Context: an optimization exercise on an open-source flow, tuned for small area, a short achievable clock period and few clock cycles per item. The choices shown serve that exercise and are no tape-out recipe.
Function was checked by simulation only, so behaviour that the tests miss may differ from the original.
Power is estimated from default activity; no workload was simulated.

==> flow/design.v <==
module fp_pack (
    input  wire signed [9:0] e,
    input  wire [23:0] mant,
    input  wire        g,
    input  wire        st,
    output wire [30:0] mag,
    output wire        ovf
);
    wire        rup = g & (st | mant[0]);
    wire [7:0]  fld = mant[23] ? e[7:0] : 8'd0;
    wire [31:0] pk;
    wire        pk_co;
    add_ks #(.W(32)) u_inc (.a({1'b0, fld, mant[22:0]}), .b(32'd0), .ci(rup), .s(pk), .co(pk_co));
    assign ovf = (e > 10'sd254) || (pk[30:23] == 8'hFF);
    assign mag = ovf ? {8'hFF, 23'd0} : pk[30:0];
endmodule
module fp_mul5 (
    input  wire [31:0] a,
    output wire [31:0] y
);
    wire [23:0] m  = {1'b1, a[22:0]};
    wire [26:0] p;
    wire        p_co;
    add_ks #(.W(27)) u_add (.a({3'd0, m}), .b({1'b0, m, 2'd0}), .ci(1'b0), .s(p), .co(p_co));
    wire        hi = p[26];
    wire signed [9:0] e = {2'd0, a[30:23]} + (hi ? 10'sd3 : 10'sd2);
    wire [23:0] mt = hi ? p[26:3] : p[25:2];
    wire        g  = hi ? p[2] : p[1];
    wire        st = hi ? (p[1] | p[0]) : p[0];
    wire [30:0] mag;
    wire        ovf;
    fp_pack u_pk (.e(e), .mant(mt), .g(g), .st(st), .mag(mag), .ovf(ovf));
    assign y = (a[30:0] == 31'd0) ? {a[31], 31'd0} : {a[31], mag};
endmodule
module lzc32 (
    input  wire [31:0] x,
    output wire [4:0]  n
);
    wire [15:0] v1;  wire [15:0]  c1;
    wire [7:0]  v2;  wire [15:0]  c2;
    wire [3:0]  v3;  wire [11:0]  c3;
    wire [1:0]  v4;  wire [7:0]   c4;
    genvar i;
    generate
        for (i = 0; i < 16; i = i + 1) begin : l1
            assign v1[i] = x[31-2*i] | x[30-2*i];
            assign c1[i] = ~x[31-2*i];
        end
        for (i = 0; i < 8; i = i + 1) begin : l2
            assign v2[i] = v1[2*i] | v1[2*i+1];
            assign c2[2*i+1:2*i] = v1[2*i] ? {1'b0, c1[2*i]} : {1'b1, c1[2*i+1]};
        end
        for (i = 0; i < 4; i = i + 1) begin : l3
            assign v3[i] = v2[2*i] | v2[2*i+1];
            assign c3[3*i+2:3*i] = v2[2*i] ? {1'b0, c2[4*i+1:4*i]} : {1'b1, c2[4*i+3:4*i+2]};
        end
        for (i = 0; i < 2; i = i + 1) begin : l4
            assign v4[i] = v3[2*i] | v3[2*i+1];
            assign c4[4*i+3:4*i] = v3[2*i] ? {1'b0, c3[6*i+2:6*i]} : {1'b1, c3[6*i+5:6*i+3]};
        end
    endgenerate
    assign n = v4[0] ? {1'b0, c4[3:0]} : {1'b1, c4[7:4]};
endmodule
module add_ks #(parameter W = 32) (
    input  wire [W-1:0] a,
    input  wire [W-1:0] b,
    input  wire         ci,
    output wire [W-1:0] s,
    output wire         co
);
    localparam L = (W < 32) ? 5 : 6;            
    wire [W:0] g [0:L];
    wire [W:0] p [0:L];
    assign g[0] = {a & b, ci};
    assign p[0] = {a ^ b, 1'b0};
    genvar l, i;
    generate
        for (l = 0; l < L; l = l + 1) begin : lv
            for (i = 0; i <= W; i = i + 1) begin : bt
                if (i >= (1 << l)) begin : m
                    assign g[l+1][i] = g[l][i] | (p[l][i] & g[l][i-(1<<l)]);
                    assign p[l+1][i] = p[l][i] & p[l][i-(1<<l)];
                end else begin : c
                    assign g[l+1][i] = g[l][i];
                    assign p[l+1][i] = p[l][i];
                end
            end
        end
    endgenerate
    assign s  = p[0][W:1] ^ g[L][W-1:0];
    assign co = g[L][W];
endmodule
module fp_add (
    input  wire [31:0] a,
    input  wire [31:0] b,
    output reg  [31:0] y
);
    wire a_nan = (a[30:23] == 8'hFF) && (a[22:0] != 0);
    wire b_nan = (b[30:23] == 8'hFF) && (b[22:0] != 0);
    wire a_inf = (a[30:23] == 8'hFF) && (a[22:0] == 0);
    wire b_inf = (b[30:23] == 8'hFF) && (b[22:0] == 0);
    wire [30:0] cmp_s;
    wire        a_ge_b;
    add_ks #(.W(31)) u_cmp (.a(a[30:0]), .b(~b[30:0]), .ci(1'b1), .s(cmp_s), .co(a_ge_b));
    wire        swap = !a_ge_b;
    wire [31:0] x = swap ? b : a;
    wire [31:0] z = swap ? a : b;
    wire [23:0] mx = {x[30:23] != 0, x[22:0]};
    wire [23:0] mz = {z[30:23] != 0, z[22:0]};
    wire [7:0]  ea = (a[30:23] == 0) ? 8'd1 : a[30:23];
    wire [7:0]  eb = (b[30:23] == 0) ? 8'd1 : b[30:23];
    wire [7:0]  ex = swap ? eb : ea;
    wire [7:0]  dab = ea - eb;
    wire [7:0]  dba = eb - ea;
    wire [7:0]  d  = swap ? dba : dab;
    wire [4:0]  sh = (d > 8'd27) ? 5'd27 : d[4:0];
    reg  [26:0] msk;
    reg  [26:0] mk;
    integer k;
    always @* begin
        for (k = 0; k < 27; k = k + 1)
            msk[k] = (k < sh);
    end
    wire [26:0] zal  = {mz, 3'd0} >> sh;
    wire [26:0] zs   = {zal[26:1], zal[0] | (|({mz, 3'd0} & msk))};
    wire [26:0] xs   = {mx, 3'd0};
    wire        sub  = x[31] ^ z[31];
    wire [27:0] sum;
    wire        sum_co;
    add_ks #(.W(28)) u_sum (.a({1'b0, xs}), .b(sub ? ~{1'b0, zs} : {1'b0, zs}), .ci(sub), .s(sum), .co(sum_co));
    wire [7:0]  lim  = ex - 8'd1;
    always @* begin
        for (k = 0; k < 27; k = k + 1)
            mk[k] = (lim == 8'd26 - k);
    end
    wire [4:0]  lsh;
    lzc32 u_lz (.x({sum[26:0] | mk, 5'b11111}), .n(lsh));
    wire [26:0] nl   = sum[26:0] << lsh;
    wire [26:0] nm   = sum[27] ? {sum[27:2], sum[1] | sum[0]} : nl;
    wire signed [9:0] ne = sum[27] ? ({2'd0, ex} + 10'sd1) : ({2'd0, ex} - {5'd0, lsh});
    wire [30:0] mag;
    wire        ovf;
    fp_pack u_pk (.e(ne), .mant(nm[26:3]), .g(nm[2]), .st(nm[1] | nm[0]), .mag(mag), .ovf(ovf));
    always @* begin
        if (a_nan || b_nan || (a_inf && b_inf && (a[31] != b[31])))
            y = 32'h7FC00000;
        else if (a_inf)
            y = a;
        else if (b_inf)
            y = b;
        else if (sum == 0)
            y = {(a[31] & b[31]), 31'd0};
        else
            y = {x[31], mag};
    end
endmodule
module fp_addp (
    input  wire [30:0] a,
    input  wire [30:0] b,
    output wire [30:0] y
);
    wire [30:0] cmp_s;
    wire        a_ge_b;
    add_ks #(.W(31)) u_cmp (.a(a), .b(~b), .ci(1'b1), .s(cmp_s), .co(a_ge_b));
    wire        swap = !a_ge_b;
    wire [30:0] x = swap ? b : a;
    wire [30:0] z = swap ? a : b;
    wire [23:0] mx = {x[30:23] != 0, x[22:0]};
    wire [23:0] mz = {z[30:23] != 0, z[22:0]};
    wire [7:0]  ea = (a[30:23] == 0) ? 8'd1 : a[30:23];
    wire [7:0]  eb = (b[30:23] == 0) ? 8'd1 : b[30:23];
    wire [7:0]  ex = swap ? eb : ea;
    wire [7:0]  dab = ea - eb;
    wire [7:0]  dba = eb - ea;
    wire [7:0]  d  = swap ? dba : dab;
    wire [4:0]  sh = (d > 8'd27) ? 5'd27 : d[4:0];
    reg  [26:0] msk;
    integer k;
    always @* begin
        for (k = 0; k < 27; k = k + 1)
            msk[k] = (k < sh);
    end
    wire [26:0] zal = {mz, 3'd0} >> sh;
    wire [26:0] zs  = {zal[26:1], zal[0] | (|({mz, 3'd0} & msk))};
    wire [27:0] sum;
    wire        sum_co;
    add_ks #(.W(28)) u_sum (.a({1'b0, mx, 3'd0}), .b({1'b0, zs}), .ci(1'b0), .s(sum), .co(sum_co));
    wire [26:0] nm  = sum[27] ? {sum[27:2], sum[1] | sum[0]} : sum[26:0];
    wire signed [9:0] ne = {2'd0, ex} + (sum[27] ? 10'sd1 : 10'sd0);
    wire [30:0] mag;
    wire        ovf;
    fp_pack u_pk (.e(ne), .mant(nm[26:3]), .g(nm[2]), .st(nm[1] | nm[0]), .mag(mag), .ovf(ovf));
    assign y = (sum == 28'd0) ? 31'd0 : mag;
endmodule
module fp_mul (
    input  wire [23:0] ma,
    input  wire [23:0] mb,
    input  wire signed [9:0] ea,
    input  wire signed [9:0] eb,
    output wire signed [9:0] e_out,
    output wire [30:0] mag,
    output wire        ovf,
    output wire [25:0] q,
    output wire        qs
);
    wire [47:0] p;
    mul24 u_m (.a(ma), .b(mb), .p(p));
    wire [47:0] pn = p[47] ? p : {p[46:0], 1'b0};
    assign e_out = ea + eb - (p[47] ? 10'sd126 : 10'sd127);
    assign q  = pn[47:22];
    assign qs = |pn[21:0];
    fp_pack u_pk (.e(e_out), .mant(pn[47:24]), .g(pn[23]), .st(|pn[22:0]),
                  .mag(mag), .ovf(ovf));
endmodule
module mul24 (
    input  wire [23:0] a,
    input  wire [23:0] b,
    output wire [47:0] p
);
    wire [47:0] pp0 = {24'd0, (a & {24{b[0]}})} << 0;
    wire [47:0] pp1 = {24'd0, (a & {24{b[1]}})} << 1;
    wire [47:0] pp2 = {24'd0, (a & {24{b[2]}})} << 2;
    wire [47:0] pp3 = {24'd0, (a & {24{b[3]}})} << 3;
    wire [47:0] pp4 = {24'd0, (a & {24{b[4]}})} << 4;
    wire [47:0] pp5 = {24'd0, (a & {24{b[5]}})} << 5;
    wire [47:0] pp6 = {24'd0, (a & {24{b[6]}})} << 6;
    wire [47:0] pp7 = {24'd0, (a & {24{b[7]}})} << 7;
    wire [47:0] pp8 = {24'd0, (a & {24{b[8]}})} << 8;
    wire [47:0] pp9 = {24'd0, (a & {24{b[9]}})} << 9;
    wire [47:0] pp10 = {24'd0, (a & {24{b[10]}})} << 10;
    wire [47:0] pp11 = {24'd0, (a & {24{b[11]}})} << 11;
    wire [47:0] pp12 = {24'd0, (a & {24{b[12]}})} << 12;
    wire [47:0] pp13 = {24'd0, (a & {24{b[13]}})} << 13;
    wire [47:0] pp14 = {24'd0, (a & {24{b[14]}})} << 14;
    wire [47:0] pp15 = {24'd0, (a & {24{b[15]}})} << 15;
    wire [47:0] pp16 = {24'd0, (a & {24{b[16]}})} << 16;
    wire [47:0] pp17 = {24'd0, (a & {24{b[17]}})} << 17;
    wire [47:0] pp18 = {24'd0, (a & {24{b[18]}})} << 18;
    wire [47:0] pp19 = {24'd0, (a & {24{b[19]}})} << 19;
    wire [47:0] pp20 = {24'd0, (a & {24{b[20]}})} << 20;
    wire [47:0] pp21 = {24'd0, (a & {24{b[21]}})} << 21;
    wire [47:0] pp22 = {24'd0, (a & {24{b[22]}})} << 22;
    wire [47:0] pp23 = {24'd0, (a & {24{b[23]}})} << 23;
    wire [47:0] s0_0 = pp0 ^ pp1 ^ pp2;
    wire [47:0] c0_0 = {(pp0[46:0] & pp1[46:0]) | (pp0[46:0] & pp2[46:0]) | (pp1[46:0] & pp2[46:0]), 1'b0};
    wire [47:0] s0_1 = pp3 ^ pp4 ^ pp5;
    wire [47:0] c0_1 = {(pp3[46:0] & pp4[46:0]) | (pp3[46:0] & pp5[46:0]) | (pp4[46:0] & pp5[46:0]), 1'b0};
    wire [47:0] s0_2 = pp6 ^ pp7 ^ pp8;
    wire [47:0] c0_2 = {(pp6[46:0] & pp7[46:0]) | (pp6[46:0] & pp8[46:0]) | (pp7[46:0] & pp8[46:0]), 1'b0};
    wire [47:0] s0_3 = pp9 ^ pp10 ^ pp11;
    wire [47:0] c0_3 = {(pp9[46:0] & pp10[46:0]) | (pp9[46:0] & pp11[46:0]) | (pp10[46:0] & pp11[46:0]), 1'b0};
    wire [47:0] s0_4 = pp12 ^ pp13 ^ pp14;
    wire [47:0] c0_4 = {(pp12[46:0] & pp13[46:0]) | (pp12[46:0] & pp14[46:0]) | (pp13[46:0] & pp14[46:0]), 1'b0};
    wire [47:0] s0_5 = pp15 ^ pp16 ^ pp17;
    wire [47:0] c0_5 = {(pp15[46:0] & pp16[46:0]) | (pp15[46:0] & pp17[46:0]) | (pp16[46:0] & pp17[46:0]), 1'b0};
    wire [47:0] s0_6 = pp18 ^ pp19 ^ pp20;
    wire [47:0] c0_6 = {(pp18[46:0] & pp19[46:0]) | (pp18[46:0] & pp20[46:0]) | (pp19[46:0] & pp20[46:0]), 1'b0};
    wire [47:0] s0_7 = pp21 ^ pp22 ^ pp23;
    wire [47:0] c0_7 = {(pp21[46:0] & pp22[46:0]) | (pp21[46:0] & pp23[46:0]) | (pp22[46:0] & pp23[46:0]), 1'b0};
    wire [47:0] s1_8 = s0_0 ^ c0_0 ^ s0_1;
    wire [47:0] c1_8 = {(s0_0[46:0] & c0_0[46:0]) | (s0_0[46:0] & s0_1[46:0]) | (c0_0[46:0] & s0_1[46:0]), 1'b0};
    wire [47:0] s1_9 = c0_1 ^ s0_2 ^ c0_2;
    wire [47:0] c1_9 = {(c0_1[46:0] & s0_2[46:0]) | (c0_1[46:0] & c0_2[46:0]) | (s0_2[46:0] & c0_2[46:0]), 1'b0};
    wire [47:0] s1_10 = s0_3 ^ c0_3 ^ s0_4;
    wire [47:0] c1_10 = {(s0_3[46:0] & c0_3[46:0]) | (s0_3[46:0] & s0_4[46:0]) | (c0_3[46:0] & s0_4[46:0]), 1'b0};
    wire [47:0] s1_11 = c0_4 ^ s0_5 ^ c0_5;
    wire [47:0] c1_11 = {(c0_4[46:0] & s0_5[46:0]) | (c0_4[46:0] & c0_5[46:0]) | (s0_5[46:0] & c0_5[46:0]), 1'b0};
    wire [47:0] s1_12 = s0_6 ^ c0_6 ^ s0_7;
    wire [47:0] c1_12 = {(s0_6[46:0] & c0_6[46:0]) | (s0_6[46:0] & s0_7[46:0]) | (c0_6[46:0] & s0_7[46:0]), 1'b0};
    wire [47:0] s2_13 = s1_8 ^ c1_8 ^ s1_9;
    wire [47:0] c2_13 = {(s1_8[46:0] & c1_8[46:0]) | (s1_8[46:0] & s1_9[46:0]) | (c1_8[46:0] & s1_9[46:0]), 1'b0};
    wire [47:0] s2_14 = c1_9 ^ s1_10 ^ c1_10;
    wire [47:0] c2_14 = {(c1_9[46:0] & s1_10[46:0]) | (c1_9[46:0] & c1_10[46:0]) | (s1_10[46:0] & c1_10[46:0]), 1'b0};
    wire [47:0] s2_15 = s1_11 ^ c1_11 ^ s1_12;
    wire [47:0] c2_15 = {(s1_11[46:0] & c1_11[46:0]) | (s1_11[46:0] & s1_12[46:0]) | (c1_11[46:0] & s1_12[46:0]), 1'b0};
    wire [47:0] s3_16 = s2_13 ^ c2_13 ^ s2_14;
    wire [47:0] c3_16 = {(s2_13[46:0] & c2_13[46:0]) | (s2_13[46:0] & s2_14[46:0]) | (c2_13[46:0] & s2_14[46:0]), 1'b0};
    wire [47:0] s3_17 = c2_14 ^ s2_15 ^ c2_15;
    wire [47:0] c3_17 = {(c2_14[46:0] & s2_15[46:0]) | (c2_14[46:0] & c2_15[46:0]) | (s2_15[46:0] & c2_15[46:0]), 1'b0};
    wire [47:0] s4_18 = s3_16 ^ c3_16 ^ s3_17;
    wire [47:0] c4_18 = {(s3_16[46:0] & c3_16[46:0]) | (s3_16[46:0] & s3_17[46:0]) | (c3_16[46:0] & s3_17[46:0]), 1'b0};
    wire [47:0] s4_19 = c3_17 ^ c1_12 ^ c0_7;
    wire [47:0] c4_19 = {(c3_17[46:0] & c1_12[46:0]) | (c3_17[46:0] & c0_7[46:0]) | (c1_12[46:0] & c0_7[46:0]), 1'b0};
    wire [47:0] s5_20 = s4_18 ^ c4_18 ^ s4_19;
    wire [47:0] c5_20 = {(s4_18[46:0] & c4_18[46:0]) | (s4_18[46:0] & s4_19[46:0]) | (c4_18[46:0] & s4_19[46:0]), 1'b0};
    wire [47:0] s6_21 = s5_20 ^ c5_20 ^ c4_19;
    wire [47:0] c6_21 = {(s5_20[46:0] & c5_20[46:0]) | (s5_20[46:0] & c4_19[46:0]) | (c5_20[46:0] & c4_19[46:0]), 1'b0};
    wire co;
    add_ks #(.W(48)) u_fa (.a(s6_21), .b(c6_21), .ci(1'b0), .s(p), .co(co));
endmodule
module fp_div #(parameter STEPS = 3) (
    input  wire        clk,
    input  wire        rst,
    input  wire        start,
    input  wire [30:0] a,
    input  wire [30:0] b,
    input  wire        take,
    output reg         busy,
    output wire        done,
    output wire [30:0] y
);
    localparam NB = 30;                     
    reg  [24:0] R;                          
    reg  [24:0] D;                          
    reg  [26:0] D3;                         
    reg  [NB-1:0] q;
    reg  [4:0]  cnt;
    reg  signed [9:0] qe;
    reg         fin;                        
    reg         sat;                        
    reg         sat1;
    wire [23:0] ma = {1'b1, a[22:0]};
    wire [23:0] mb = {1'b1, b[22:0]};
    wire signed [9:0] e0 = {2'd0, a[30:23]} - {2'd0, b[30:23]} + 10'sd127;
    wire [24:0] rs [0:STEPS];
    wire [NB-1:0] qs [0:STEPS];
    assign rs[0] = R;
    assign qs[0] = q;
    genvar k;
    generate
        for (k = 0; k < STEPS; k = k + 1) begin : st
            wire [27:0] r4 = {1'b0, rs[k], 2'b00};
            wire [27:0] d1, d2, d3;
            wire c1, c2, c3;
            add_ks #(.W(28)) u_s1 (.a(r4), .b(~{3'b0, D}),       .ci(1'b1), .s(d1), .co(c1));
            add_ks #(.W(28)) u_s2 (.a(r4), .b(~{2'b0, D, 1'b0}), .ci(1'b1), .s(d2), .co(c2));
            add_ks #(.W(28)) u_s3 (.a(r4), .b(~{1'b0, D3}),      .ci(1'b1), .s(d3), .co(c3));
            assign rs[k+1] = c3 ? d3[24:0] : c2 ? d2[24:0] : c1 ? d1[24:0] : r4[24:0];
            assign qs[k+1] = {qs[k][NB-3:0], (c3 ? 2'd3 : c2 ? 2'd2 : c1 ? 2'd1 : 2'd0)};
        end
    endgenerate
    wire [24:0] r  = rs[STEPS];
    wire [NB-1:0] qq = qs[STEPS];
    wire [30:0] mag;
    wire        ovf;
    wire        qn = q[NB-1];               
    wire [23:0] qm = qn ? q[NB-1:NB-24] : q[NB-2:NB-25];
    wire        qg = qn ? q[NB-25] : q[NB-26];
    wire        qs_ = (qn ? q[NB-26] : 1'b0) | (|q[NB-27:0]) | (R != 0);
    fp_pack u_pk (.e(qn ? qe : qe - 10'sd1), .mant(qm), .g(qg),
                  .st(qs_), .mag(mag), .ovf(ovf));
    assign done = fin;
    assign y = sat ? (sat1 ? 31'h3F800000 : 31'd0)
                   : ((mag >= 31'h3F800000) ? 31'h3F800000 : mag);
    always @(posedge clk) begin
        if (rst) begin
            busy <= 1'b0;
            fin  <= 1'b0;
        end else if (start) begin
            busy <= 1'b1;
            R    <= {1'b0, ma};
            D    <= {mb, 1'b0};
            D3   <= {2'b0, mb, 1'b0} + {1'b0, mb, 2'b0};
            q    <= {NB{1'b0}};
            qe   <= e0;
            cnt  <= 5'd0;
            if (a == 31'd0) begin
                sat <= 1'b1; sat1 <= 1'b0; fin <= 1'b1;
            end else if (e0 >= 10'sd128) begin
                sat <= 1'b1; sat1 <= 1'b1; fin <= 1'b1;
            end else begin
                sat <= 1'b0; fin <= 1'b0;
            end
        end else if (busy) begin
            if (take) begin
                busy <= 1'b0;
                fin  <= 1'b0;
            end else if (!fin) begin
                R   <= r;
                q   <= qq;
                cnt <= cnt + 2 * STEPS;
                if (cnt + 2 * STEPS >= NB) fin <= 1'b1;
            end
        end
    end
endmodule
module blep_rom (
    input  wire [5:0]  idx,
    output reg  [31:0] e,
    output reg  [31:0] de
);
    always @* begin
        case (idx)
            6'd0: begin e = 32'hBF7FFFB7; de = 32'h37E18000; end
            6'd1: begin e = 32'hBF7FFDF4; de = 32'h38CA8000; end
            6'd2: begin e = 32'hBF7FF7A0; de = 32'h398A6000; end
            6'd3: begin e = 32'hBF7FE654; de = 32'h3A1F1800; end
            6'd4: begin e = 32'hBF7FBE8E; de = 32'h3AA1EC00; end
            6'd5: begin e = 32'hBF7F6D98; de = 32'h3B163300; end
            6'd6: begin e = 32'hBF7ED765; de = 32'h3B815700; end
            6'd7: begin e = 32'hBF7DD4B7; de = 32'h3BD16980; end
            6'd8: begin e = 32'hBF7C31E4; de = 32'h3C20CA00; end
            6'd9: begin e = 32'hBF79AEBC; de = 32'h3C6BB4C0; end
            6'd10: begin e = 32'hBF75FFE9; de = 32'h3CA5B9A0; end
            6'd11: begin e = 32'hBF70D21C; de = 32'h3CE05EA0; end
            6'd12: begin e = 32'hBF69CF27; de = 32'h3D12A2E0; end
            6'd13: begin e = 32'hBF60A4F9; de = 32'h3D396EC0; end
            6'd14: begin e = 32'hBF550E0D; de = 32'h3D6334C0; end
            6'd15: begin e = 32'hBF46DAC1; de = 32'h3D870130; end
            6'd16: begin e = 32'hBF35FA9B; de = 32'h3D9BB108; end
            6'd17: begin e = 32'hBF22847A; de = 32'h3DAE3F60; end
            6'd18: begin e = 32'hBF0CBC8E; de = 32'h3DBD2C58; end
            6'd19: begin e = 32'hBEEA2E06; de = 32'h3DC703B8; end
            6'd20: begin e = 32'hBEB86D18; de = 32'h3DCA8224; end
            6'd21: begin e = 32'hBE85CC8F; de = 32'h3DC6BA34; end
            6'd22: begin e = 32'hBE283C04; de = 32'h3DBB357E; end
            6'd23: begin e = 32'hBD95428A; de = 32'h3DA80D20; end
            6'd24: begin e = 32'h3C1654B4; de = 32'h3D8DF618; end
            6'd25: begin e = 32'h3DA0C0AE; de = 32'h3D5C7D64; end
            6'd26: begin e = 32'h3E077FB0; de = 32'h3D1577EC; end
            6'd27: begin e = 32'h3E2CDDAB; de = 32'h3C969EE0; end
            6'd28: begin e = 32'h3E3FB187; de = 32'h3A390F00; end
            6'd29: begin e = 32'h3E406A96; de = 32'hBC7BAB80; end
            6'd30: begin e = 32'h3E30AFDE; de = 32'hBCEB67E0; end
            6'd31: begin e = 32'h3E1342E2; de = 32'hBD1DEE5E; end
            6'd32: begin e = 32'h3DD78E95; de = 32'hBD354C58; end
            6'd33: begin e = 32'h3D79D0D2; de = 32'hBD3AF615; end
            6'd34: begin e = 32'h3C7B6AF5; de = 32'hBD2F9FE6; end
            6'd35: begin e = 32'hBCE18A51; de = 32'hBD15776C; end
            6'd36: begin e = 32'hBD831E4A; de = 32'hBCDFD30C; end
            6'd37: begin e = 32'hBDBB130D; de = 32'hBC868DC8; end
            6'd38: begin e = 32'hBDDCB67F; de = 32'hBBA28A50; end
            6'd39: begin e = 32'hBDE6DF24; de = 32'h3BC20BD0; end
            6'd40: begin e = 32'hBDDABE67; de = 32'h3C790400; end
            6'd41: begin e = 32'hBDBB9DE7; de = 32'h3CB4D468; end
            6'd42: begin e = 32'hBD8E68CD; de = 32'h3CD56508; end
            6'd43: begin e = 32'hBD321F16; de = 32'h3CDCDC5F; end
            6'd44: begin e = 32'hBC8761CD; de = 32'h3CCC9D1A; end
            6'd45: begin e = 32'h3C0A7699; de = 32'h3CA87352; end
            6'd46: begin e = 32'h3CEDAE9E; de = 32'h3C6C05D8; end
            6'd47: begin e = 32'h3D31D8C5; de = 32'h3BF02238; end
            6'd48: begin e = 32'h3D4FDD0C; de = 32'h3942FA00; end
            6'd49: begin e = 32'h3D50A006; de = 32'hBBCC3330; end
            6'd50: begin e = 32'h3D3719A0; de = 32'hBC38E4A4; end
            6'd51: begin e = 32'h3D08E077; de = 32'hBC6E50AE; end
            6'd52: begin e = 32'h3C9A9897; de = 32'hBC81AAC4; end
            6'd53: begin e = 32'h3B476E97; de = 32'hBC78EAD7; end
            6'd54: begin e = 32'hBC470F31; de = 32'hBC53914F; end
            6'd55: begin e = 32'hBCCD5040; de = 32'hBC1A7904; end
            6'd56: begin e = 32'hBD0D4661; de = 32'hBBACCE20; end
            6'd57: begin e = 32'hBD22E025; de = 32'hBA841340; end
            6'd58: begin e = 32'hBD2700BF; de = 32'h3B3B3EE0; end
            6'd59: begin e = 32'hBD1B4CD1; de = 32'h3BC1B948; end
            6'd60: begin e = 32'hBD0315A8; de = 32'h3C014888; end
            6'd61: begin e = 32'hBCC5870C; de = 32'h3C0E57EB; end
            6'd62: begin e = 32'hBC7CB62D; de = 32'h3C08DDB2; end
            6'd63: begin e = 32'hBBE7B0F7; de = 32'h3BE7B0F7; end
            default: begin e = 32'h0; de = 32'h0; end
        endcase
    end
endmodule
module rn_osc (
    input  wire        clk,
    input  wire        rst,
    input  wire        cmd_valid,
    input  wire [1:0]  cmd_op,
    input  wire [31:0] cmd_data,
    output wire        cmd_ready,
    output reg         out_valid,
    output reg  [31:0] out_sq,
    output reg  [31:0] out_saw
);
    localparam [1:0] OP_SETF = 2'd0, OP_PROC = 2'd1, OP_RESET = 2'd2;
    localparam [1:0] K_NONE = 2'd0, K_HALF = 2'd1, K_WRAP = 2'd2;
    localparam [31:0] F_ONE     = 32'h3F800000;
    localparam [31:0] F_M_ONE   = 32'hBF800000;
    localparam [31:0] F_HALF    = 32'h3F000000;
    localparam [30:0] F_INC_MAX = 31'h3EB33333;    
    reg        a_v;
    reg [1:0]  a_op;
    reg [23:0] a_m;
    reg signed [9:0] a_e;
    reg        a_neg, a_zero, a_inf, a_nan;
    reg        a_unf;                       
    reg [1:0]  u_lo;                       
    reg        u_s;
    reg [23:0] f_m;
    reg signed [9:0] f_e;
    reg        f_zero, f_inf;
    reg        i_v;
    reg        i_rst;                       
    reg [30:0] inc;
    reg [30:0] phase;
    reg        s_sub;                       
    reg [30:0] s_r;
    reg        s_wrap;
    reg [30:0] s_inc;                       
    reg        r_v;
    reg        r_rst;
    reg [30:0] r_p1;
    reg [1:0]  r_kind;
    reg  [23:0] mul_ma, mul_mb;
    reg  signed [9:0] mul_ea, mul_eb;
    wire signed [9:0] mul_e;
    wire [30:0] mul_mag;
    wire        mul_ovf;
    wire [25:0] mul_q;
    wire        mul_qs;
    fp_mul u_mul (.ma(mul_ma), .mb(mul_mb), .ea(mul_ea), .eb(mul_eb),
                  .e_out(mul_e), .mag(mul_mag), .ovf(mul_ovf), .q(mul_q), .qs(mul_qs));
    reg        t_v;
    reg        t_fin;                       
    reg [5:0]  t_i;
    reg [23:0] t_fm;
    reg signed [9:0] t_fe;
    reg        t_fz;
    reg [1:0]  t_kind;
    reg  [31:0] t_de;
    wire t_mul = t_v && !t_fin;
    always @* begin
        if (t_mul) begin
            mul_ma = t_fm;                  mul_ea = t_fe;
            mul_mb = {1'b1, t_de[22:0]};    mul_eb = {2'd0, t_de[30:23]};
        end else begin
            mul_ma = f_m;                   mul_ea = f_e;
            mul_mb = a_m;                   mul_eb = a_e;
        end
    end
    wire a_norm = a_v && !a_unf && (a_op == OP_SETF || a_op == OP_PROC) &&
                  !a_zero && !a_inf && !a_nan && !a_m[23];
    wire a_pos  = !a_neg && !a_zero && !a_nan;
    reg  [30:0] a_inc;
    reg         a_inc_unf;                  
    always @* begin
        a_inc_unf = 1'b0;
        if (f_zero || !a_pos)
            a_inc = 31'd0;
        else if (f_inf || a_inf)
            a_inc = F_INC_MAX;
        else if (mul_e < 10'sd1) begin
            a_inc = 31'd0;
            a_inc_unf = 1'b1;
        end else if (mul_ovf || mul_mag >= F_INC_MAX)
            a_inc = F_INC_MAX;
        else
            a_inc = mul_mag;
    end
    wire [30:0] u_mag;
    wire        u_ovf;
    fp_pack u_upk (.e(10'sd1), .mant(a_m), .g(u_lo[1]), .st(u_lo[0] | u_s),
                   .mag(u_mag), .ovf(u_ovf));
    wire [31:0] s_sum;
    assign s_sum[31] = 1'b0;
    fp_addp u_adds (.a(phase), .b(inc), .y(s_sum[30:0]));
    wire        s_ge1   = &s_sum[29:23];
    wire        s_half  = (phase[30:24] != 7'b0111111) && (&s_sum[29:24]);
    wire [4:0]  x_lz;
    lzc32 u_xlz (.x({s_r[22:0], 9'h1FF}), .n(x_lz));
    wire [22:0] x_f   = s_r[22:0] << (x_lz + 5'd1);
    wire [7:0]  x_exp = s_r[30:23] - 8'd1 - {3'd0, x_lz};
    wire [30:0] x_sub = (s_r[22:0] == 23'd0) ? 31'd0 : {x_exp, x_f};
    wire        div_busy, div_done;
    wire [30:0] div_y;
    wire        div_start = s_fin;
    wire        div_take;
    fp_div #(.STEPS(3)) u_div (.clk(clk), .rst(rst), .start(div_start),
                  .a(x_sub), .b(s_inc), .take(div_take), .busy(div_busy),
                  .done(div_done), .y(div_y));
    wire r_take;
    wire r_free_w = !r_v || r_take;
    wire i_done   = i_v && !s_sub && r_free_w;
    wire i_free   = !i_v || i_done;
    wire s_fin    = s_sub && r_free_w && !div_busy;
    wire r_load   = (i_done && (i_rst || !(s_ge1 || s_half))) || s_fin;
    wire a_busy   = a_norm || a_unf;
    wire signed [10:0] a_esum = {f_e[9], f_e} + {a_e[9], a_e};
    wire a_unf_may = !f_zero && !f_inf && a_pos && !a_inf && (a_esum < 11'sd128);
    wire a_done   = a_v && !a_busy &&
                    ((a_op == OP_SETF) || (a_op == 2'd3) ||
                     (a_op == OP_RESET && i_free) ||
                     (a_op == OP_PROC && i_free && !t_mul && !a_unf_may));
    assign cmd_ready = !a_v || a_done;
    always @(posedge clk) begin
        if (rst) begin
            a_v    <= 1'b0;
            a_unf  <= 1'b0;
            i_v    <= 1'b0;
            s_sub  <= 1'b0;
            r_v    <= 1'b0;
            phase  <= 31'd0;
            f_zero <= 1'b1;
            f_inf  <= 1'b0;
        end else begin
            if (cmd_valid && cmd_ready) begin
                a_v    <= 1'b1;
                a_op   <= cmd_op;
                a_m    <= {cmd_data[30:23] != 8'd0, cmd_data[22:0]};
                a_e    <= (cmd_data[30:23] == 8'd0) ? 10'sd1 : {2'd0, cmd_data[30:23]};
                a_neg  <= cmd_data[31];
                a_zero <= (cmd_data[30:0] == 31'd0);
                a_inf  <= (cmd_data[30:23] == 8'hFF) && (cmd_data[22:0] == 23'd0);
                a_nan  <= (cmd_data[30:23] == 8'hFF) && (cmd_data[22:0] != 23'd0);
            end else if (a_done) begin
                a_v <= 1'b0;
            end else if (a_norm) begin
                a_m <= {a_m[22:0], 1'b0};
                a_e <= a_e - 10'sd1;
            end else if (a_v && a_op == OP_PROC && !a_unf && !t_mul && a_unf_may) begin
                a_unf <= 1'b1;
                a_m   <= mul_q[25:2];
                u_lo  <= mul_q[1:0];
                u_s   <= mul_qs;
                a_e   <= mul_e;
            end else if (a_unf) begin
                if (a_e < 10'sd1) begin
                    {a_m, u_lo} <= {1'b0, a_m, u_lo[1]};
                    u_s <= u_s | u_lo[0];
                    a_e <= a_e + 10'sd1;
                end else if (i_free) begin
                    a_unf <= 1'b0;
                    a_v   <= 1'b0;
                end
            end
            if (a_done && a_op == OP_SETF) begin
                if (a_neg || a_zero || a_nan) begin
                    f_zero <= 1'b1;
                    f_inf  <= 1'b0;
                end else begin
                    f_zero <= 1'b0;
                    f_inf  <= a_inf;
                    f_m    <= a_m;
                    f_e    <= a_e;
                end
            end
            if (a_done && a_op == OP_RESET) begin
                i_v   <= 1'b1;
                i_rst <= 1'b1;
            end else if (a_done && a_op == OP_PROC) begin
                i_v   <= 1'b1;
                i_rst <= 1'b0;
                inc   <= a_inc;
            end else if (a_unf && !(a_e < 10'sd1) && i_free) begin
                i_v   <= 1'b1;
                i_rst <= 1'b0;
                inc   <= u_mag;
            end else if (i_done) begin
                i_v <= 1'b0;
            end
            if (i_done) begin
                phase  <= i_rst ? 31'd0 : s_sum[30:0];
                s_r    <= s_sum[30:0];
                s_inc  <= inc;
                r_p1   <= s_sum[30:0];
                r_rst  <= i_rst;
                r_kind <= K_NONE;
                s_wrap <= s_ge1;
                s_sub  <= !i_rst && (s_ge1 || s_half);
            end else if (s_fin) begin
                s_sub  <= 1'b0;
                phase  <= s_wrap ? x_sub : s_r;
                r_rst  <= 1'b0;
                r_p1   <= s_wrap ? x_sub : s_r;
                r_kind <= s_wrap ? K_WRAP : K_HALF;
            end
            if (r_load)
                r_v <= 1'b1;
            else if (r_take)
                r_v <= 1'b0;
        end
    end
    reg  [1:0]  hk [0:7];                   
    reg  [30:0] hd [0:7];                   
    reg         cur_v;                      
    reg  [7:0]  cur_pend;                   
    reg  [30:0] cur_p1;
    reg         m_v, m_fin;
    reg  [31:0] m_ei, m_pr;
    reg         m_fz;
    reg  [1:0]  m_kind;
    reg         e_v, e_fin, e_nsqn;
    reg  [31:0] e_vv;                       
    reg  [1:0]  e_kind;
    reg  [31:0] csq, csaw;
    reg         p_v;
    reg  [31:0] p_sq, p_saw;
    reg  [2:0]  iss_a;
    integer n;
    always @* begin
        iss_a = 3'd0;
        for (n = 0; n < 8; n = n + 1)
            if (cur_pend[n]) iss_a = n[2:0];
    end
    wire        pend_any = (cur_pend != 8'd0);
    wire        iss_eval = cur_v && pend_any && ((iss_a != 3'd0) || div_done);
    wire        iss_fin  = cur_v && !pend_any;
    assign div_take = iss_eval && (iss_a == 3'd0);
    assign r_take   = r_v && (!cur_v || iss_fin);
    wire        take_p  = r_take && !r_rst;
    wire [30:0] iss_d   = (iss_a == 3'd0) ? div_y : hd[iss_a];
    wire [5:0]  tf_i;
    wire [23:0] tf_m;
    wire signed [9:0] tf_e;
    wire        tf_z;
    blep_tfr u_tfr (.d(iss_d), .j(iss_a), .i(tf_i), .fm(tf_m), .fe(tf_e), .fz(tf_z));
    wire [31:0] rom1_e, rom1_de;
    blep_rom u_rom1 (.idx(tf_i), .e(rom1_e), .de(rom1_de));
    wire [31:0] rom2_e, rom2_de;
    blep_rom u_rom2 (.idx(t_i), .e(rom2_e), .de(rom2_de));
    wire [30:0] m_p1 = m_pr[30:0];
    wire [31:0] p1x2 = (m_p1[30:23] == 8'd0) ? {1'b0, m_p1[29:0], 1'b0}
                                             : {1'b0, m_p1[30:23] + 8'd1, m_p1[22:0]};
    wire [31:0] ae_a = m_fin ? p1x2 : m_ei;
    wire [31:0] ae_b = m_fin ? F_M_ONE : (m_fz ? 32'd0 : m_pr);
    wire [31:0] ae_y;
    fp_add u_adde (.a(ae_a), .b(ae_b), .y(ae_y));
    wire [31:0] e2 = (ae_y[30:0] == 31'd0) ? ae_y : {ae_y[31], ae_y[30:23] + 8'd1, ae_y[22:0]};
    wire [31:0] vsq  = (e_kind == K_WRAP) ? e_vv : {~e_vv[31], e_vv[30:0]};
    wire [31:0] vsaw = {~e_vv[31], e_vv[30:0]};
    wire [31:0] aq_b = e_fin ? (e_nsqn ? F_M_ONE : F_ONE) : vsq;
    wire [31:0] aw_b = e_fin ? e_vv : vsaw;
    wire [31:0] aq_y, aw_y;
    fp_add u_addq (.a(csq),  .b(aq_b), .y(aq_y));
    fp_add u_addw (.a(csaw), .b(aw_b), .y(aw_y));
    wire [31:0] sq5, saw5;
    fp_mul5 u_m5q (.a(p_sq),  .y(sq5));
    fp_mul5 u_m5w (.a(p_saw), .y(saw5));
    always @(posedge clk) begin
        if (rst) begin
            for (n = 0; n < 8; n = n + 1) hk[n] <= K_NONE;
            cur_v <= 1'b0;
            t_v   <= 1'b0;
            m_v   <= 1'b0;
            e_v   <= 1'b0;
            p_v   <= 1'b0;
            csq   <= 32'd0;
            csaw  <= 32'd0;
            out_valid <= 1'b0;
        end else begin
            if (iss_eval)
                cur_pend[iss_a] <= 1'b0;
            if (iss_fin)
                cur_v <= 1'b0;
            if (r_take) begin
                if (r_rst) begin
                    for (n = 0; n < 8; n = n + 1) hk[n] <= K_NONE;
                end else begin
                    hk[0] <= r_kind;
                    for (n = 1; n < 8; n = n + 1) begin
                        hk[n] <= hk[n-1];
                        hd[n] <= hd[n-1];
                    end
                    cur_v    <= 1'b1;
                    cur_p1   <= r_p1;
                    cur_pend <= {hk[6] != K_NONE, hk[5] != K_NONE, hk[4] != K_NONE,
                                 hk[3] != K_NONE, hk[2] != K_NONE, hk[1] != K_NONE,
                                 hk[0] != K_NONE, r_kind != K_NONE};
                end
            end
            t_v <= iss_eval || iss_fin;
            if (iss_eval) begin
                t_fin  <= 1'b0;
                t_i    <= tf_i;
                t_fm   <= tf_m;
                t_fe   <= tf_e;
                t_fz   <= tf_z;
                t_kind <= hk[iss_a];
                t_de   <= rom1_de;
                if (iss_a == 3'd0) hd[0] <= div_y;
            end else if (iss_fin) begin
                t_fin  <= 1'b1;
                t_de   <= {1'b0, cur_p1};
            end
            m_v <= t_v;
            if (t_v) begin
                m_fin  <= t_fin;
                m_ei   <= rom2_e;
                m_pr   <= t_fin ? t_de : {t_de[31], mul_mag};
                m_fz   <= t_fz;
                m_kind <= t_kind;
            end
            e_v <= m_v;
            if (m_v) begin
                e_fin  <= m_fin;
                e_nsqn <= (m_p1[30:23] >= 8'd126);
                e_vv   <= m_fin ? ae_y : e2;
                e_kind <= m_kind;
            end
            p_v <= e_v && e_fin;
            if (e_v) begin
                if (e_fin) begin
                    p_sq  <= aq_y;
                    p_saw <= aw_y;
                    csq   <= 32'd0;
                    csaw  <= 32'd0;
                end else begin
                    csq <= aq_y;
                    if (e_kind == K_WRAP) csaw <= aw_y;
                end
            end
            out_valid <= p_v;
            if (p_v) begin
                out_sq  <= sq5;
                out_saw <= saw5;
            end
        end
    end
endmodule
module blep_tfr (
    input  wire [30:0] d,
    input  wire [2:0]  j,
    output reg  [5:0]  i,
    output reg  [23:0] fm,
    output reg  signed [9:0] fe,
    output reg         fz
);
    wire [7:0]  de = d[30:23];
    wire [23:0] dm = {1'b1, d[22:0]};
    wire        dz = (d == 31'd0);
    wire [7:0]  dsh = 8'd127 - de;
    wire [4:0]  dsc = (dsh > 8'd27) ? 5'd27 : dsh[4:0];
    reg  [26:0] dmsk;
    integer q;
    always @* begin
        for (q = 0; q < 27; q = q + 1)
            dmsk[q] = (q < dsc);
    end
    wire [26:0] dw  = {dm, 3'd0} >> dsc;
    wire [26:0] D   = dz ? 27'd0 : dw;
    wire        Ds  = !dz && (|({dm, 3'd0} & dmsk));
    reg  [23:0] R;                          
    reg         g, st, lsb;
    always @* begin
        if (j == 3'd1) begin                
            lsb = D[3]; g = D[2]; st = D[1] | D[0] | Ds;
            R = D[26:3] + {23'd0, g & (st | lsb)};
        end else if (j[2:1] == 2'b01) begin  
            lsb = D[4]; g = D[3]; st = (|D[2:0]) | Ds;
            R = ({D[26:4], 1'b0}) + {22'd0, g & (st | lsb), 1'b0};
        end else begin                      
            lsb = D[5]; g = D[4]; st = (|D[3:0]) | Ds;
            R = ({D[26:5], 2'b0}) + {21'd0, g & (st | lsb), 2'b0};
        end
    end
    reg  [6:0]  ip;                         
    reg  [22:0] F;                          
    reg         fone;
    wire [4:0]  lz;
    lzc32 u_flz (.x({F, 9'h1FF}), .n(lz));
    always @* begin
        fone = 1'b0;
        if (j == 3'd0) begin
            ip = {3'd0, D[26:23]};
            F  = D[22:0];
        end else begin
            ip = {1'b0, j, 3'd0} + {3'd0, R[23:20]};
            F  = {R[19:0], 3'd0};
        end
        if (ip > 7'd63) begin
            i = 6'd63;
            fone = 1'b1;
        end else begin
            i = ip[5:0];
        end
        if (fone) begin
            fm = 24'h800000; fe = 10'sd127; fz = 1'b0;
        end else if (j == 3'd0 && de < 8'd124) begin
            fm = dm; fe = {2'd0, de} + 10'sd3; fz = dz;
        end else begin
            fm = {F, 1'b0} << lz;
            fe = 10'sd126 - {5'd0, lz};
            fz = (F == 23'd0);
        end
    end
endmodule
==> flow/run.sh <==
#!/bin/bash
# synth_recipe.tcl (not shown) runs the flow's synth.tcl, then flattens the netlist and writes it again
# the make line also repeats each setting of config.mk as NAME=value (left out here)
make -C /OpenROAD-flow-scripts/flow DESIGN_CONFIG=/design/flow/config.mk WORK_HOME=/design/flow/orfs CLKGATE_MAP_FILE= SYNTH_SCRIPT=/design/flow/synth_recipe.tcl finish
==> flow/config.mk <==
export PLATFORM = sky130hd
export DESIGN_NAME = rn_osc
export DESIGN_NICKNAME = rn_osc
export VERILOG_FILES = /design/flow/design.v
export SDC_FILE = /design/flow/constraint.sdc
export NUM_CORES = 4
export LEC_CHECK = 0
export ABC_AREA = 1
export CAP_MARGIN = 20
export CORE_MARGIN = 2
export CORE_UTILIZATION = 40
export SETUP_SLACK_MARGIN = 5
export SLEW_MARGIN = 20
==> flow/constraint.sdc <==
create_clock -name core_clock -period 20.0 [get_ports {clk}]
set_input_delay 4.0000 -clock core_clock [delete_from_list [all_inputs] [get_ports {clk}]]
set_output_delay 4.0000 -clock core_clock [all_outputs]
set_load 0.01 [all_outputs]
==> results of run 1 <==
==> what timing repair did <==
action,4_1_cts,5_1_grt
setup endpoints to repair,35,117
setup buffers,0,20
gates resized for setup,28,92
pin swaps,0,2
cloned,1,4
==> path summary, 6_finish.rpt <==
check	startpoint	endpoint	slack, ps
min reg2reg	r_p1[20]	cur_p1[20]	420
min	r_p1[20]	cur_p1[20]	420
max	m_pr[24]	e_vv[29]	5970
max reg2reg	m_pr[24]	e_vv[29]	5970
==> power by group <==
group          internal [mW]  leakage [nW]  total, mW  switching [mW]
clock                   1.42          2.12       2.46            1.03
combinational           2.77          49.0       9.70            6.93
sequential              2.43          9.29       2.45          0.0242
==> state kept, by name, summed over array words and instances (netlist names), 32 cells and up <==
name     flops
hd         248
p_saw       32
t_de        32
out_sq      32
e_vv        32
m_pr        32
csq         32
p_sq        32
out_saw     32
csaw        32
==> final cells by class <==
cell class              count  area [µm²]
diodes                      2        5.00
clock buffers             172        3630
clock inverters            64         761
fillers                 32500      175000
inverters                2629        9960
multi-input cells       13700       82300
flip-flops and latches   1041       30000
well taps                4120        5150
repair buffers            285        2580
repair inverters            3        17.5
==> through the flow <==
| step | util [%] | hold slack, ps | instance area, µm² |
|---|---|---|---|
| CTS | 43.3 | 414 | 134000 |
| global placement | 41.8 | 401 | 129000 |
| finish | 43.4 | 416 | 134000 |
| global route | 43.4 | 417 | 134000 |
| detailed placement | 41.8 | 405 | 129000 |
| floorplan | - | 400 | 125000 |
==> Yosys cell counts, drive strengths merged, types with 5 or more instances <==
library cell and instances:
nand2 4050, inv 2575, nor2 1967, nand3 1510, o21ai 1437, a21oi 1056
edfxtp 915, ha 825, fa 510, clkbuf 479, xor2 461, nand4 347
buf 199, nor3 195, xnor2 147, o211ai 128, dfxtp 126, nor4 126
a31oi 125, o22ai 98, or2 80, o21bai 67, a221oi 61, clkinv 54
a21o 52, o221ai 51, mux2i 43, nand3b 43, a211oi 35, o21a 35
o31ai 32, a22o 30, o311ai 27, nor3b 26, a22oi 24, a2bb2oi 19
o2111ai 19, and2 18, a2111oi 11, and3 8, a21boi 7, a311oi 7
o32ai 7, a221o 5
==> metal layers <==
metal / up-vias / global-route usage [%]
met5: - / 0
met4: 6 / 12.3
met1: 58300 / 38.2
met2: 5320 / 46.2
met3: 985 / 3.19
li1: 59700 / -
==> logic make-up (layout without fill, tap and decap cells) <==
logic type,after synthesis,count (layout),share of synthesized area (%)
fa+ha+maj,1335,1335,16.5
simple gates,8379,8379,29.1
buf+inv,3309,3153,10.3
compound gates,3357,3358,15.4
mux,43,43,0.345
flops,1041,1041,24.1
other cells,2,7,0.00603
xor+xnor,608,608,4.29
==> qor.yml, run 1 <==
finish:
  final_layout_size_suffix_gt1_share_pct: 5.06
  fin_cells: 22000
  area_delta_synth_final_pct: 7.86
  final_common_cell: "nand2_1"
  fin_nets: 19200
  final_cell_mix: "3,979 x nand2_1, 2,469 x inv_1, 1,855 x nor2_1"
clock_network:
  cts_sinks: 1041
  cts-buffers-inserted: 134
  clock_latency_ps: 830
  htree_levels: 4
  cts_hold_buf: 0
  cts_root_buffer: "clkbuf_16"
  clockBufferDepth: 4
  cts.clk_slew.worst_paths_ps: 60
  cts_tree: "done"
yosys:
  yosys-top-cells-area: "edfxtp_1 22%, nand2_1 12%, ha_1 8.3%"
  yosysTopAreaCellShare_pct: 22.0
  yosysUniqueCellTypes: 85
  synthesis.area_um2: 125000
  synthFlopType: "edfxtp_1"
  synth_edf_count: 915
  yosysWarnings: 13
  ys_seq_area_share_pct: 24.1
  synthArstFlopShare_pct: 0
  ys_seq_elements: 1041
  syn_avg_cell_area_um2: 6.90
  syn_inst: 18100
  yosys.area.top_type: "edfxtp_1"
sta:
  hold_violations: 0
  finalCriticalPeriod_ps: 14030
  clock_skew_ps: 50.1
  finalMaxSlewViolations: 0
  relSlewSlack_pct: 17.4
  rsz0062_at_grt: "false"
  setup_viol: 0
  period_share_pct: 70.2
  worstMarginPinSlew_ps: 1230
  fin_tns_setup_ps: 0
  setup_slack_ps: 5970
  fmax_ghz: 0.0713
critical_path:
  slowest_stage: "a221oi_1"
  critPathMostFrequentCell: "nand2_1"
  cp_num_buf_inv: 9
  reg2reg_depth: 72
  required_ps: 20560
  critical_path.top_delay_family: "simple AND/OR/NAND/NOR gates"
  crit_type: "reg2reg"
  arrival_ps: 14590
  max_stage_delay_ps: 540
  critPathLaunchType: "register"
  cp_num_cells: 72
  crit_fanout: 35
  end_kind: "register"
pwr:
  p_total_mw: 14.6
  p_leak_nw: 60.4
  peakVddDrop_uv: 440
  power_density_nw_per_um2: 109
route:
  wl_met2_mm: 210
  first_pass_iters: 9
  drc: 0
  initialDrtViolationCount: 14000
  drt_wl_total_mm: 465
  wl_met3_mm: 34.0
  top_layer_used: "met5"
  ant_nets: 0
  avgViaCountPerCell: 5.64
  met1_length_mm: 198
  vias: 124000
  wire_per_inst_um: 21.1
floorplan:
  die_area_um2: 316000
  core_region_area_um2: 309000
  die_y_um: 562
  rows: 204
  initial_core_util_pct: 40.3
  fp.dieW_um: 562
  io_pins: 103
grt:
  grt_max_degree: 191
  grt_pass1_vias: 116000
  grt_usage_pct: 28.4
  overflow: 0
  antenna_found_initial: 8
  grt_pass1_wl_mm: 705
place:
  dp_cells: 21800
  place.detailed.hpwl_mm: 369
  io_buffer_count: 102
  place_ws_ps: 4030
  gp_congestion: 1.01
hold_path:
  hp-class: "reg2reg"
  hold_depth: 0
run:
  cap_violations: 0
status:
  outcome: "no timing/DRC/antenna violations"
Testbench counts, summed over its fixed seeds: cycles 57,680, samples 31,502.
==> run 2, diff against run 1 <==
--- a/flow/design.v
+++ b/flow/design.v
@@ -194,2 +194,56 @@
 endmodule
+module fp_addf (
+    input  wire [31:0] a,
+    input  wire [31:0] b,
+    output reg  [31:0] y
+);
+    wire [30:0] cmp_s;
+    wire        a_ge_b;
+    add_ks #(.W(31)) u_cmp (.a(a[30:0]), .b(~b[30:0]), .ci(1'b1), .s(cmp_s), .co(a_ge_b));
+    wire        swap = !a_ge_b;
+    wire [31:0] x = swap ? b : a;
+    wire [31:0] z = swap ? a : b;
+    wire [23:0] mx = {x[30:23] != 0, x[22:0]};
+    wire [23:0] mz = {z[30:23] != 0, z[22:0]};
+    wire [7:0]  ea = (a[30:23] == 0) ? 8'd1 : a[30:23];
+    wire [7:0]  eb = (b[30:23] == 0) ? 8'd1 : b[30:23];
+    wire [7:0]  ex = swap ? eb : ea;
+    wire [7:0]  dab = ea - eb;
+    wire [7:0]  dba = eb - ea;
+    wire [7:0]  d  = swap ? dba : dab;
+    wire [4:0]  sh = (d > 8'd27) ? 5'd27 : d[4:0];
+    reg  [26:0] msk;
+    reg  [26:0] mk;
+    integer k;
+    always @* begin
+        for (k = 0; k < 27; k = k + 1)
+            msk[k] = (k < sh);
+    end
+    wire [26:0] zal  = {mz, 3'd0} >> sh;
+    wire [26:0] zs   = {zal[26:1], zal[0] | (|({mz, 3'd0} & msk))};
+    wire [26:0] xs   = {mx, 3'd0};
+    wire        sub  = x[31] ^ z[31];
+    wire [27:0] sum;
+    wire        sum_co;
+    add_ks #(.W(28)) u_sum (.a({1'b0, xs}), .b(sub ? ~{1'b0, zs} : {1'b0, zs}), .ci(sub), .s(sum), .co(sum_co));
+    wire [7:0]  lim  = ex - 8'd1;
+    always @* begin
+        for (k = 0; k < 27; k = k + 1)
+            mk[k] = (lim == 8'd26 - k);
+    end
+    wire [4:0]  lsh;
+    lzc32 u_lz (.x({sum[26:0] | mk, 5'b11111}), .n(lsh));
+    wire [26:0] nl   = sum[26:0] << lsh;
+    wire [26:0] nm   = sum[27] ? {sum[27:2], sum[1] | sum[0]} : nl;
+    wire signed [9:0] ne = sum[27] ? ({2'd0, ex} + 10'sd1) : ({2'd0, ex} - {5'd0, lsh});
+    wire [30:0] mag;
+    wire        ovf;
+    fp_pack u_pk (.e(ne), .mant(nm[26:3]), .g(nm[2]), .st(nm[1] | nm[0]), .mag(mag), .ovf(ovf));
+    always @* begin
+        if (sum == 0)
+            y = {(a[31] & b[31]), 31'd0};
+        else
+            y = {x[31], mag};
+    end
+endmodule
 module fp_mul (
@@ -704,3 +758,3 @@
     wire [31:0] ae_y;
-    fp_add u_adde (.a(ae_a), .b(ae_b), .y(ae_y));
+    fp_addf u_adde (.a(ae_a), .b(ae_b), .y(ae_y));
     wire [31:0] e2 = (ae_y[30:0] == 31'd0) ? ae_y : {ae_y[31], ae_y[30:23] + 8'd1, ae_y[22:0]};
@@ -711,4 +765,4 @@
     wire [31:0] aq_y, aw_y;
-    fp_add u_addq (.a(csq),  .b(aq_b), .y(aq_y));
-    fp_add u_addw (.a(csaw), .b(aw_b), .y(aw_y));
+    fp_addf u_addq (.a(csq),  .b(aq_b), .y(aq_y));
+    fp_addf u_addw (.a(csaw), .b(aw_b), .y(aw_y));
     wire [31:0] sq5, saw5;
==> run 2 against run 1 <==
  * Sequential power is essentially flat
  * Global-route usage decreased by 1.8 points
  * Core utilization shrank 0.45 points
  * Fmax grew 0.74%
  * Critical endpoint unchanged
  * Largest power group unchanged
==> qor.yml, run 2 <==
finish:
  final_common_cell: "nand2_1"
  final_layout_size_suffix_gt1_share_pct: 5.33
  largest_reg_flops: 248
  regMostFlops: "hd"
  final_cell_mix: "3,827 x nand2_1, 2,500 x inv_1, 1,736 x nor2_1"
  fillers: 32600
  fin_nets: 18800
  area_delta_synth_final_pct: 7.15
  fin_cells: 21600
place:
  io_buffer_count: 102
  gp_congestion: 0.993
  dp_cells: 21400
  place.detailed.hpwl_mm: 344
yosys:
  synth_edf_count: 915
  synthArstFlopShare_pct: 0
  yosysMostFrequentCell: "nand2_1"
  syn_inst: 17700
  yosys-top-cells-area: "edfxtp_1 22%, nand2_1 12%, ha_1 8.4%"
  yosysUniqueCellTypes: 103
  yosys.area.top_type: "edfxtp_1"
  synth_common_cells: "3,833 x nand2_1, 2,512 x inv_1, 1,752 x nor2_1, 1,441 x nand3_1, 1,253 x o21ai_0"
  ys_seq_elements: 1041
  synthesis.area_um2: 124000
  yosysWarnings: 13
  ys_seq_area_share_pct: 24.2
  synthFlopType: "edfxtp_1"
  syn_avg_cell_area_um2: 7.01
  yosysTopAreaCellShare_pct: 22.2
status:
  outcome: "no timing/DRC/antenna violations"
clock_network:
  clockBufferDepth: 3
  cts_sinks: 1041
  clock_latency_ps: 790
  cts_root_buffer: "clkbuf_16"
  cts_tree: "done"
  cts-buffers-inserted: 118
  htree_levels: 3
  cts.clk_slew.worst_paths_ps: 60
sta:
  period_share_pct: 69.7
  setup_viol: 0
  clock_skew_ps: 53.9
  worstMarginPinSlew_ps: 1220
  finalMaxSlewViolations: 0
  fin_tns_setup_ps: 0
  fin_hold_ws_ps: 416
  finalCriticalPeriod_ps: 13930
  relSlewSlack_pct: 18.3
  fmax_ghz: 0.0718
  rsz0062_at_grt: "false"
  hold_violations: 0
grt:
  grt_pass1_wl_mm: 664
  grt_pass1_vias: 113000
  grt_max_degree: 184
  antenna_found_initial: 18
  grt_usage_pct: 26.7
  overflow: 0
pwr:
  seq_power_share_pct: 16.5
  p_leak_nw: 59.7
  power_density_nw_per_um2: 112
  peakVddDrop_uv: 540
  power_frac_comb_pct: 68.0
  switching_share_pct: 54.9
  clock_power_share_pct: 15.5
  internal_power_mw: 6.73
  switchingPower_mw: 8.17
critical_path:
  crit_type: "reg2reg"
  crit_fanout: 37
  end_kind: "register"
  worstReg2RegStart: "m_fin"
  slowest_stage: "a2111oi_2"
  arrival_ps: 14450
  critPathMostFrequentCell: "nand2_1"
  reg2reg_slack_ps: 6070
  critPathLaunchType: "register"
  reg2reg_depth: 73
  required_ps: 20520
  rr_endpoint: "e_vv[29]"
  max_stage_delay_ps: 570
floorplan:
  io_pins: 103
  rows: 204
  die_area_um2: 314000
  die_y_um: 560
  fp.dieW_um: 560
  core_region_area_um2: 308000
  initial_core_util_pct: 40.1
hold_path:
  hold_depth: 0
  min_from: "hd[0][21]"
  min_to: "hd[1][21]"
  hp-class: "reg2reg"
route:
  first_pass_iters: 6
  ant_nets: 0
  vias: 119000
  initialDrtViolationCount: 12300
  avgViaCountPerCell: 5.51
  drt_wl_total_mm: 431
  drc: 0
  wire_per_inst_um: 20.0
run:
  cap_violations: 0
==> run 2: per-layer routing <==
metal	global-route usage (%)	routed length [µm]	vias to the layer above	part of all wire [%]
met3	3.21	28700	764	6.6
met1	35.7	186000	55800	43
li1	-	-	58200	-
met4	10.1	18600	6	4.3
met2	43.9	198000	4292	46
met5	0	46	-	0.011
==> run 2: power by group through the flow <==
stage	Sequential (mW)	Combinational, mW	Clock [mW]
after floorplan	2.49	6.47	0
after global placement	2.50	10.0	0
after detailed placement	2.50	9.98	0
after CTS	2.46	10.0	2.34
after global routing	2.46	11.1	2.43
final	2.46	10.1	2.31
==> run 2: metrics by stage <==
step                utilization [%]  setup slack (ps)  power, mW  instance area (µm²)
floorplan                         -              7370       8.96               124000
global placement               41.5              4630       12.5               128000
detailed placement             41.5              4440       12.5               128000
CTS                            42.9              5080       14.8               132000
global route                   43.0              5010       16.0               133000
finish                         43.0              6070       14.9               133000
==> run 2: layout make-up <==
type	count	area, µm²	share of cell area (%)
Sequential cell	1041	30000	22.6
Multi-Input combinational cell	13300	81000	61.1
Clock buffer	141	3260	2.46
Inverter	2599	9850	7.43
Antenna cell	7	17.5	0.0132
Timing Repair Buffer	269	2360	1.78
Timing Repair inverter	4	20.0	0.0151
Tap cell	4120	5150	3.89
Clock inverter	84	896	0.676
==> run 2: cells by family (layout without fill, tap and decap cells) <==
logic type | Yosys count | count (layout) | synth area share (%)
buffers and inverters | 3267 | 3097 | 10.6
adders and majority gates | 1340 | 1340 | 16.6
and+or+nand+nor | 8086 | 8087 | 28.6
DFF | 1041 | 1041 | 24.2
xor gates and xnor gates | 630 | 630 | 4.47
muxes | 42 | 42 | 0.340
other | 2 | 12 | 0.00607
AOI/OAI and AO/OA | 3244 | 3244 | 15.1
==> run 2: how the worst max path moves through the flow <==
stage | start | end | slack, ps | cells after the start
finish | m_fin | e_vv[29] | 6070 | 73
global route | m_pr[24] | e_vv[29] | 5010 | 73
CTS | m_pr[24] | e_vv[29] | 5080 | 73
detailed placement | t_fin | inc[2] | 4440 | 62
global placement | t_fin | inc[2] | 4630 | 62
floorplan | t_fin | inc[16] | 7370 | 76
==> run 2: timing repair <==
| action | in CTS | in global routing |
|---|---|---|
| gates cloned | 1 | 4 |
| gates resized for setup | 25 | 54 |
| setup endpoints to repair | 30 | 95 |
| hold buffers | 0 | 0 |
| pin swaps | 0 | 1 |
| setup buffers | 0 | 13 |
==> run 2: worst max-delay path, delay by kind of cell, from the launching register on <==
kind	cells	cell delay [ps]
and+or+nand+nor	43	6100
buffers and inverters	13	3020
AOI/OAI and AO/OA	11	2600
adders and majority gates	4	1190
DFF	1	390
xor gates and xnor gates	2	260
Testbench counts of run 2, summed over its fixed seeds: cycles 57,680, samples 31,502.

[afterwards: timing with drivers on the ports]
How much do the figures lean on ideal ports? The routed layouts below were timed once more, with nothing changed but the port constraints. Step 1, drivers: a clkbuf_16 drives clk and a buf_2 each remaining input, both assumed. Step 2 moves the port delays by t, midway between the first and last clock arrival at a register: inputs arrive t later, outputs are due t later. That takes back most of the time a late clock gives input paths. Slacks: no drivers / after step 1 / after step 2; pairs: no drivers / after step 1.
run | t, ns | setup WS [ns] | worst setup path after step 2
run 1 | 0.900 | 5.966 / 5.966 / 5.966 | register to register
run 2 | 0.867 | 6.070 / 6.070 / 6.070 | register to register
After both steps every run listed still meets setup and hold.
